Context: an optimization exercise on an open-source flow, tuned for small area. The choices shown serve that exercise and are no tape-out recipe. In this exercise RTL edits were held to simulation tests only and were not proved equivalent to the original. Power and IR drop assume default switching activity.

==> inputs of job 8404 <==
## fuzix_glue
module fuzix_glue (
    input  wire        clk,
    input  wire        rst,              
    input  wire        store_open,
    input  wire        store_writable,
    input  wire [40:0] store_size,
    input  wire        bus_valid,
    input  wire        bus_rd,           
    input  wire        bus_sync,         
    input  wire [15:0] bus_addr,
    input  wire [7:0]  bus_wdata,
    output reg         data_drive,       
    output reg  [7:0]  data_out,         
    input  wire        tick,
    output wire        irq,
    output wire        mem_re,
    output wire        mem_we,
    output wire [15:0] mem_addr,
    output wire [7:0]  mem_wdata,
    input  wire [7:0]  mem_rdata,
    output wire        st_re,
    output wire        st_we,
    output wire [40:0] st_addr,
    output wire [7:0]  st_wdata,
    input  wire [7:0]  st_rdata
);
clock: 10.0 ns
lec_check: 0
cap_margin: 20
core_margin: 2
core_utilization: 40
slew_margin: 20
standard.sh (not shown) runs the stock make flow with config.mk's settings and CLKGATE_MAP_FILE= SYNTH_SCRIPT=/design/flow/synth_recipe.tcl, a recipe that flattens the netlist after the stock synthesis.
==> flow/flow/run.sh <==
#!/bin/bash
# The standard ORFS layout with three changes:
#  - synthesis maps the logic with an area-oriented ABC script
#    (flow/abc_area.script) in place of ORFS's speed script; everything
#    else in synthesis (registers, flattening, renaming) is the standard flow's own;
#  - the port buffers are the smallest buffer cell;
#  - the clock tree uses small clock buffers and no dummy loads.
set -euo pipefail
HERE=$PWD
# ORFS synth.tcl, with the ABC script replaced
sed 's#^source \$::env(SCRIPTS_DIR)/synth_preamble.tcl#&\nset abc_args [lreplace $abc_args 1 1 '"$HERE"'/flow/abc_area.script]#' \
    "$FLOW_HOME/scripts/synth.tcl" > my_synth_body.tcl
grep -q abc_area.script my_synth_body.tcl
# The standard flow's synthesis wrapper, sourcing the copy above
sed 's#source \$::env(SCRIPTS_DIR)/synth.tcl#source '"$HERE"'/my_synth_body.tcl#' synth_recipe.tcl > my_synth_recipe.tcl
grep -q my_synth_body.tcl my_synth_recipe.tcl
# standard.sh, with the synthesis script swapped
sed 's#SYNTH_SCRIPT=[^ ]*#SYNTH_SCRIPT='"$HERE"'/my_synth_recipe.tcl#' standard.sh > my_standard.sh
grep -q my_synth_recipe.tcl my_standard.sh
export BUFFER_PORTS_ARGS="-buffer_cell sky130_fd_sc_hd__buf_1"
export CTS_ARGS="-sink_clustering_enable -repair_clock_nets -dont_use_dummy_load -buf_list {sky130_fd_sc_hd__clkbuf_4 sky130_fd_sc_hd__clkbuf_8}"
bash my_standard.sh finish > standard.log 2>&1
==> flow/flow/abc_area.script <==
&get -n
&st
&dch
&nf
&st
&syn2
&if -g -K 6
&synch2
&nf
&st
&syn2
&dch -f
&nf -R 1000
&put
==> inputs of job 8637, as changes to job 8404 <==
==> flow/flow/abc_area.script (replaced) <==
&get -n
&st
&deepsyn -T 120
&dch -f
&nf -R 1000
&put
==> qor summary <==
quantity                                                                         job 8404                  job 8637
Run status                                                                 finished clean  finished with violations
Layout check failures                                                                   -      negative setup slack
# Post-CTS Setup Buffers                                                                0                        17
Parity-gate share of the synthesized area counting xor and xnor cells              0.0887                    0.0127
Crit. path cell count                                                                  26                        72
Portion of netlist area occupied by mux cells                                      0.0137                   0.00908
Sum of met3 wire segment lengths after detailed routing                            813 µm                    717 µm
Number of cells produced by synthesis                                                 660                       624
Required time at the endpoint of the critical path                               10280 ps                  10300 ps
Width of the die                                                                   125 µm                    121 µm
Final Skew                                                                        22.1 ps                   15.8 ps
Max Fclk                                                                          129 MHz                  71.2 MHz
Floorplan Core Area                                                             14400 µm²                 13300 µm²
Combinational cell fraction of total power                                          0.079                     0.082
Vias in the first global route                                                       5062                      5085
Total half-perimeter wirelength after legalization and detailed placement        11300 µm                  11400 µm
Nets in the synthesized netlist                                                       752                       716
Met2 GRT Util                                                                       0.306                     0.349

========
==> job 3079: inputs <==
==> flow/design.v <==
module glue_timer (
    input  wire       clk,
    input  wire       rst,         
    input  wire       wr_en,       
    input  wire [2:0] wr_off,      
    input  wire [7:0] wr_data,
    input  wire       tick,
    output wire [7:0] count,       
    output wire       irq
);
    reg [15:0] ticks;
    reg [7:0]  target;
    reg        paused;
    reg        irq_q;
    wire w_tgt   = wr_en && wr_off == 3'd0;
    wire w_rst   = wr_en && wr_off == 3'd2;
    wire w_trig  = wr_en && wr_off == 3'd3;
    wire w_pause = wr_en && wr_off == 3'd4;
    wire w_cont  = wr_en && wr_off == 3'd5;
    wire clr = w_tgt || w_rst || w_trig;
    wire [7:0]  n_target = w_tgt ? wr_data : target;
    wire        n_paused = w_pause || (paused && !clr && !w_cont);
    wire        n_irq    = w_trig || (irq_q && !(w_tgt || w_rst || w_cont));
    wire        go   = tick && !n_paused;
    wire [15:0] inc  = ticks + {15'd0, go};      
    wire [15:0] t    = clr ? 16'd1 : inc;        
    wire        tz   = n_target == 8'd0;
    wire        hit  = !tz && t[7:0] == n_target;    
    wire        fire = tz ? !t[15] : hit;
    wire        zero = clr || (go && hit);
    wire [15:0] n_t  = zero ? {15'd0, clr && go && !hit} : inc;
    always @(posedge clk) begin
        if (rst) begin
            ticks  <= 16'd0;
            target <= 8'd255;
            paused <= 1'b1;
            irq_q  <= 1'b0;
        end else begin
            target <= n_target;
            paused <= n_paused;
            ticks  <= n_t;
            irq_q  <= (go && fire) || n_irq;
        end
    end
    assign count = ticks[7:0];
    assign irq   = irq_q;
endmodule
module glue_disk (
    input  wire        clk,
    input  wire        rst,              
    input  wire        store_open,
    input  wire        store_writable,
    input  wire [40:0] store_size,
    input  wire        wr_en,            
    input  wire        rd_en,            
    input  wire [2:0]  off,              
    input  wire [7:0]  wr_data,
    output wire [7:0]  rd_data,          
    output wire [40:0] st_addr,
    output wire        st_re,
    output wire        st_we,
    output wire [7:0]  st_wdata,
    input  wire [7:0]  st_rdata
);
    reg        status;       
    reg        seeked;
    reg [7:0]  param0, param1, param2, param3;
    reg [40:0] pos;
    wire        le  = off[1];
    reg  [41:0] cc;
    integer     i;
    always @(*) begin
        cc[0] = le;
        for (i = 0; i < 41; i = i + 1)
            cc[i+1] = (store_size[i] & ~pos[i]) | (store_size[i] & cc[i]) |
                      (~pos[i] & cc[i]);
    end
    wire        cmp = cc[41];
    wire data_rd = rd_en && off == 3'd5;
    wire data_wr = wr_en && off == 3'd5;
    assign st_addr  = pos;
    assign st_re    = store_open && data_rd && cmp;
    assign st_we    = store_open && data_wr && store_writable && cmp;
    assign st_wdata = wr_data;
    wire data_ok = st_re || st_we;
    wire cmd     = wr_en && off == 3'd0 && store_open;
    wire select  = cmd && wr_data == 8'h00;
    wire seek    = cmd && wr_data == 8'h01;
    wire stat_nok = seeked ? !cmp : status;
    assign rd_data = {7'd0, rd_en && off == 3'd6 && stat_nok} |
                     ((rd_en && off == 3'd5 && st_re) ? st_rdata : 8'h00);
    always @(posedge clk) begin
        if (rst) begin
            status <= !store_open;
            seeked <= 1'b0;
            pos    <= 41'd0;
        end else begin
            if (seek) begin
                seeked <= 1'b1;
                pos    <= {param3, param2, param1, param0, 9'd0};
            end else begin
                if (select || data_rd || data_wr) begin
                    seeked <= 1'b0;
                    status <= !select && !data_ok;
                end
                pos <= pos + {40'd0, data_ok};
            end
        end
        if (rst || (wr_en && off == 3'd1)) param0 <= rst ? 8'd0 : wr_data;
        if (rst || (wr_en && off == 3'd2)) param1 <= rst ? 8'd0 : wr_data;
        if (rst || (wr_en && off == 3'd3)) param2 <= rst ? 8'd0 : wr_data;
        if (rst || (wr_en && off == 3'd4)) param3 <= rst ? 8'd0 : wr_data;
    end
endmodule
module fuzix_glue (
    input  wire        clk,
    input  wire        rst,              
    input  wire        store_open,
    input  wire        store_writable,
    input  wire [40:0] store_size,
    input  wire        bus_valid,
    input  wire        bus_rd,           
    input  wire        bus_sync,         
    input  wire [15:0] bus_addr,
    input  wire [7:0]  bus_wdata,
    output reg         data_drive,       
    output reg  [7:0]  data_out,         
    input  wire        tick,
    output wire        irq,
    output wire        mem_re,
    output wire        mem_we,
    output wire [15:0] mem_addr,
    output wire [7:0]  mem_wdata,
    input  wire [7:0]  mem_rdata,
    output wire        st_re,
    output wire        st_we,
    output wire [40:0] st_addr,
    output wire [7:0]  st_wdata,
    input  wire [7:0]  st_rdata
);
    wire page_fe   = bus_addr[15:8] == 8'hFE && !bus_addr[4] && !bus_addr[3];
    wire in_disk   = page_fe && bus_addr[7:5] == 3'b011 && bus_addr[2:0] != 3'd7;
    wire in_timer  = page_fe && bus_addr[7:5] == 3'b100 &&
                     !(bus_addr[2] && bus_addr[1]);
    wire in_mem    = !in_disk && !in_timer;
    wire [2:0] off = bus_addr[2:0];
    wire cyc = bus_valid && !rst;
    wire rd  = cyc && bus_rd;
    wire wr  = cyc && !bus_rd;
    assign mem_re    = rd && in_mem;
    assign mem_we    = wr && in_mem;
    assign mem_addr  = bus_addr;
    assign mem_wdata = bus_wdata;
    wire [7:0] timer_count;
    glue_timer u_timer (
        .clk     (clk),
        .rst     (rst),
        .wr_en   (wr && in_timer),
        .wr_off  (off),
        .wr_data (bus_wdata),
        .tick    (tick),
        .count   (timer_count),
        .irq     (irq)
    );
    wire [7:0] disk_rdata;
    glue_disk u_disk (
        .clk            (clk),
        .rst            (rst),
        .store_open     (store_open),
        .store_writable (store_writable),
        .store_size     (store_size),
        .wr_en          (wr && in_disk),
        .rd_en          (rd && in_disk),
        .off            (off),
        .wr_data        (bus_wdata),
        .rd_data        (disk_rdata),
        .st_addr        (st_addr),
        .st_re          (st_re),
        .st_we          (st_we),
        .st_wdata       (st_wdata),
        .st_rdata       (st_rdata)
    );
    wire [7:0] rdata = in_disk  ? disk_rdata :
                       in_timer ? (off == 3'd1 ? timer_count : 8'h00) :
                                  mem_rdata;
    always @(posedge clk) begin
        if (rst)
            data_drive <= 1'b0;
        else if (bus_valid)
            data_drive <= bus_rd;
        if (bus_valid)
            data_out <= rdata;
    end
endmodule
==> flow/flow/run.sh <==
#!/bin/bash
# The standard ORFS layout with three changes:
#  - synthesis maps the logic with an area-oriented ABC script
#    (flow/abc_area.script) in place of ORFS's speed script; everything
#    else in synthesis (registers, flattening, renaming) is the standard flow's own;
#  - the port buffers are the smallest buffer cell;
#  - the clock tree uses small clock buffers and no dummy loads.
set -euo pipefail
HERE=$PWD
# ORFS synth.tcl, with the ABC script replaced
sed 's#^source \$::env(SCRIPTS_DIR)/synth_preamble.tcl#&\nset abc_args [lreplace $abc_args 1 1 '"$HERE"'/flow/abc_area.script]#' \
    "$FLOW_HOME/scripts/synth.tcl" > my_synth_body.tcl
grep -q abc_area.script my_synth_body.tcl
# The standard flow's synthesis wrapper, sourcing the copy above
sed 's#source \$::env(SCRIPTS_DIR)/synth.tcl#source '"$HERE"'/my_synth_body.tcl#' synth_recipe.tcl > my_synth_recipe.tcl
grep -q my_synth_body.tcl my_synth_recipe.tcl
# standard.sh, with the synthesis script swapped
sed 's#SYNTH_SCRIPT=[^ ]*#SYNTH_SCRIPT='"$HERE"'/my_synth_recipe.tcl#' standard.sh > my_standard.sh
grep -q my_synth_recipe.tcl my_standard.sh
export BUFFER_PORTS_ARGS="-buffer_cell sky130_fd_sc_hd__buf_1"
export CTS_ARGS="-sink_clustering_enable -repair_clock_nets -dont_use_dummy_load -buf_list {sky130_fd_sc_hd__clkbuf_4 sky130_fd_sc_hd__clkbuf_8}"
bash my_standard.sh finish > standard.log 2>&1
==> flow/flow/abc_area.script <==
&get -n
&st
&syn2
&dch -f
&nf -R 1000
&st
&syn2
&dch -f
&nf -R 1000
&put
==> flow/standard.sh <==
#!/bin/bash
# synth_recipe.tcl (not shown) runs the flow's synth.tcl, then flattens the netlist and writes it again
# the make line also repeats each setting of config.mk as NAME=value (left out here)
make -C /OpenROAD-flow-scripts/flow DESIGN_CONFIG=/design/flow/config.mk WORK_HOME=/design/flow/orfs CLKGATE_MAP_FILE= SYNTH_SCRIPT=/design/flow/synth_recipe.tcl "${@:-finish}"
==> flow/config.mk <==
export PLATFORM = sky130hd
export DESIGN_NAME = fuzix_glue
export DESIGN_NICKNAME = fuzix_glue
export VERILOG_FILES = /design/flow/design.v
export SDC_FILE = /design/flow/constraint.sdc
export NUM_CORES = 4
export LEC_CHECK = 0
export CAP_MARGIN = 0
export CORE_MARGIN = 2
export CORE_UTILIZATION = 40
export GPL_TIMING_DRIVEN = 0
export SLEW_MARGIN = 0
==> flow/constraint.sdc <==
create_clock -name core_clock -period 10.0 [get_ports {clk}]
set_input_delay 2.0000 -clock core_clock [delete_from_list [all_inputs] [get_ports {clk}]]
set_output_delay 2.0000 -clock core_clock [all_outputs]
set_load 0.01 [all_outputs]
==> job 808: changes against job 3079 <==
==> flow/flow/abc_area.script (replaced) <==
&get -n
&st
&deepsyn -T 60
&dch -f
&nf -R 1000
&put
Settings changed: CAP_MARGIN 0 to 20, GPL_TIMING_DRIVEN 0 to unset, SLEW_MARGIN 0 to 20.
==> job 4229: changes against job 3079 <==
==> flow/design.v, changed modules only <==
module glue_timer (
    input  wire       clk,
    input  wire       rst,         
    input  wire       wr_en,       
    input  wire [2:0] wr_off,      
    input  wire [7:0] wr_data,
    input  wire       tick,
    output wire [7:0] count,       
    output wire       irq
);
    reg [15:0] ticks;
    reg [7:0]  target;
    reg        paused;
    reg        irq_q;
    wire w_tgt   = wr_en && wr_off == 3'd0;
    wire w_rst   = wr_en && wr_off == 3'd2;
    wire w_trig  = wr_en && wr_off == 3'd3;
    wire w_pause = wr_en && wr_off == 3'd4;
    wire w_cont  = wr_en && wr_off == 3'd5;
    wire clr = w_tgt || w_rst || w_trig;
    wire [15:0] n_ticks  = clr ? 16'd0 : ticks;
    wire [7:0]  n_target = w_tgt ? wr_data : target;
    wire        n_paused = w_pause || (paused && !clr && !w_cont);
    wire        n_irq    = w_trig || (irq_q && !(w_tgt || w_rst || w_cont));
    wire [15:0] t   = n_ticks + 16'd1;
    wire [8:0]  lo  = {1'b0, t[7:0]} - {1'b0, n_target};
    wire        bor = lo[8];
    wire [7:0]  hi  = t[15:8] - {7'd0, bor};
    wire        fire = !t[15] && (t[14:8] != 7'd0 || !bor);
    wire        go   = tick && !n_paused;
    always @(posedge clk) begin
        if (rst) begin
            ticks  <= 16'd0;
            target <= 8'd255;
            paused <= 1'b1;
            irq_q  <= 1'b0;
        end else begin
            target <= n_target;
            paused <= n_paused;
            if (go && fire) begin
                ticks <= {hi, lo[7:0]};
                irq_q <= 1'b1;
            end else begin
                ticks <= go ? t : n_ticks;
                irq_q <= n_irq;
            end
        end
    end
    assign count = ticks[7:0];
    assign irq   = irq_q;
endmodule
module glue_disk (
    input  wire        clk,
    input  wire        rst,              
    input  wire        store_open,
    input  wire        store_writable,
    input  wire [40:0] store_size,
    input  wire        wr_en,            
    input  wire        rd_en,            
    input  wire [2:0]  off,              
    input  wire [7:0]  wr_data,
    output wire [7:0]  rd_data,          
    output wire [40:0] st_addr,
    output wire        st_re,
    output wire        st_we,
    output wire [7:0]  st_wdata,
    input  wire [7:0]  st_rdata
);
    reg        status;       
    reg        seeked;
    reg [7:0]  param0, param1, param2, param3;
    reg [40:0] pos;
    wire        le  = off[1];
    wire [41:0] dif = {1'b0, store_size} + {1'b0, ~pos} + {41'd0, le};
    wire        cmp = dif[41];
    wire data_rd = rd_en && off == 3'd5;
    wire data_wr = wr_en && off == 3'd5;
    assign st_addr  = pos;
    assign st_re    = store_open && data_rd && cmp;
    assign st_we    = store_open && data_wr && store_writable && cmp;
    assign st_wdata = wr_data;
    wire data_ok = st_re || st_we;
    wire cmd     = wr_en && off == 3'd0 && store_open;
    wire select  = cmd && wr_data == 8'h00;
    wire seek    = cmd && wr_data == 8'h01;
    wire stat_nok = seeked ? !cmp : status;
    assign rd_data = {7'd0, rd_en && off == 3'd6 && stat_nok} |
                     ((rd_en && off == 3'd5 && st_re) ? st_rdata : 8'h00);
    always @(posedge clk) begin
        if (rst) begin
            status <= !store_open;
            seeked <= 1'b0;
            pos    <= 41'd0;
        end else begin
            if (seek) begin
                seeked <= 1'b1;
                pos    <= {param3, param2, param1, param0, 9'd0};
            end else begin
                if (select || data_rd || data_wr) begin
                    seeked <= 1'b0;
                    status <= !select && !data_ok;
                end
                pos <= pos + {40'd0, data_ok};
            end
        end
        if (rst || (wr_en && off == 3'd1)) param0 <= rst ? 8'd0 : wr_data;
        if (rst || (wr_en && off == 3'd2)) param1 <= rst ? 8'd0 : wr_data;
        if (rst || (wr_en && off == 3'd3)) param2 <= rst ? 8'd0 : wr_data;
        if (rst || (wr_en && off == 3'd4)) param3 <= rst ? 8'd0 : wr_data;
    end
endmodule
==> flow/run.sh (new file) <==
#!/bin/bash
# synth_recipe.tcl (not shown) runs the flow's synth.tcl, then flattens the netlist and writes it again
# the make line also repeats each setting of config.mk as NAME=value (left out here)
make -C /OpenROAD-flow-scripts/flow DESIGN_CONFIG=/design/flow/config.mk WORK_HOME=/design/flow/orfs CLKGATE_MAP_FILE= SYNTH_SCRIPT=/design/flow/synth_recipe.tcl finish
Settings changed: CAP_MARGIN 0 to 20, GPL_TIMING_DRIVEN 0 to unset, SLEW_MARGIN 0 to 20.
removed: flow/flow/run.sh
removed: flow/flow/abc_area.script
removed: flow/standard.sh
==> notes <==
Job 3079 passed the timing, design-rule and antenna checks. Job 4229 finished clean. Job 808 finished with timing, DRC and antenna clean. In job 3079 the first-iteration DRC count is smaller than in job 808, by 26%. The highest power belongs to job 4229, the lowest to job 808. Register-to-register slack: job 4229 > job 3079 > job 808. The highest sequential share of layout area belongs to job 3079, the lowest to job 4229. Clock skew, highest first: job 3079, job 808, job 4229. In job 3079 the wire length is lower than in job 4229, by about 24%. Cell area: job 4229 > job 808 > job 3079.

## re-timing with driven ports
In the flow no input, the clock included, has a driving cell. The finished layouts below were timed again as built, in two steps.
Step 1 sets driving cells, clkbuf_16 on the clock port and buf_2 on the other inputs (assumed; they add their load-dependent delay and slew).
Step 2 also shifts input and output timing later by t, the mid clock arrival at the registers, as if the neighbouring blocks saw the same clock.
Three values: ideal ports, drivers, drivers and shift; two values: the first two.
run	t, ns	setup slack, ns	clock arrival spread, ns	worst register clock-pin slew, ns	worst data-port slew with drivers (ns)
job 8404	0.403	2.238 / 2.253 / 1.850	0.024 / 0.024	0.11 / 0.11	0.03
job 8637	0.394	-4.038 / -4.053 / -4.447	0.021 / 0.022	0.10 / 0.10	0.06
job 3079	0.396	0.787 / 0.754 / 0.513	0.040 / 0.041	0.11 / 0.11	0.04
job 808	0.393	0.264 / 0.262 / -0.131	0.030 / 0.030	0.11 / 0.11	0.05
job 4229	0.403	2.456 / 2.435 / 2.435	0.007 / 0.007	0.08 / 0.08	0.06
Met with ideal ports but missed after step 2: setup timing in job 808. The setup slack of job 8637, which loses most, moves by -0.015 ns with the drivers and by -0.409 ns with both steps.
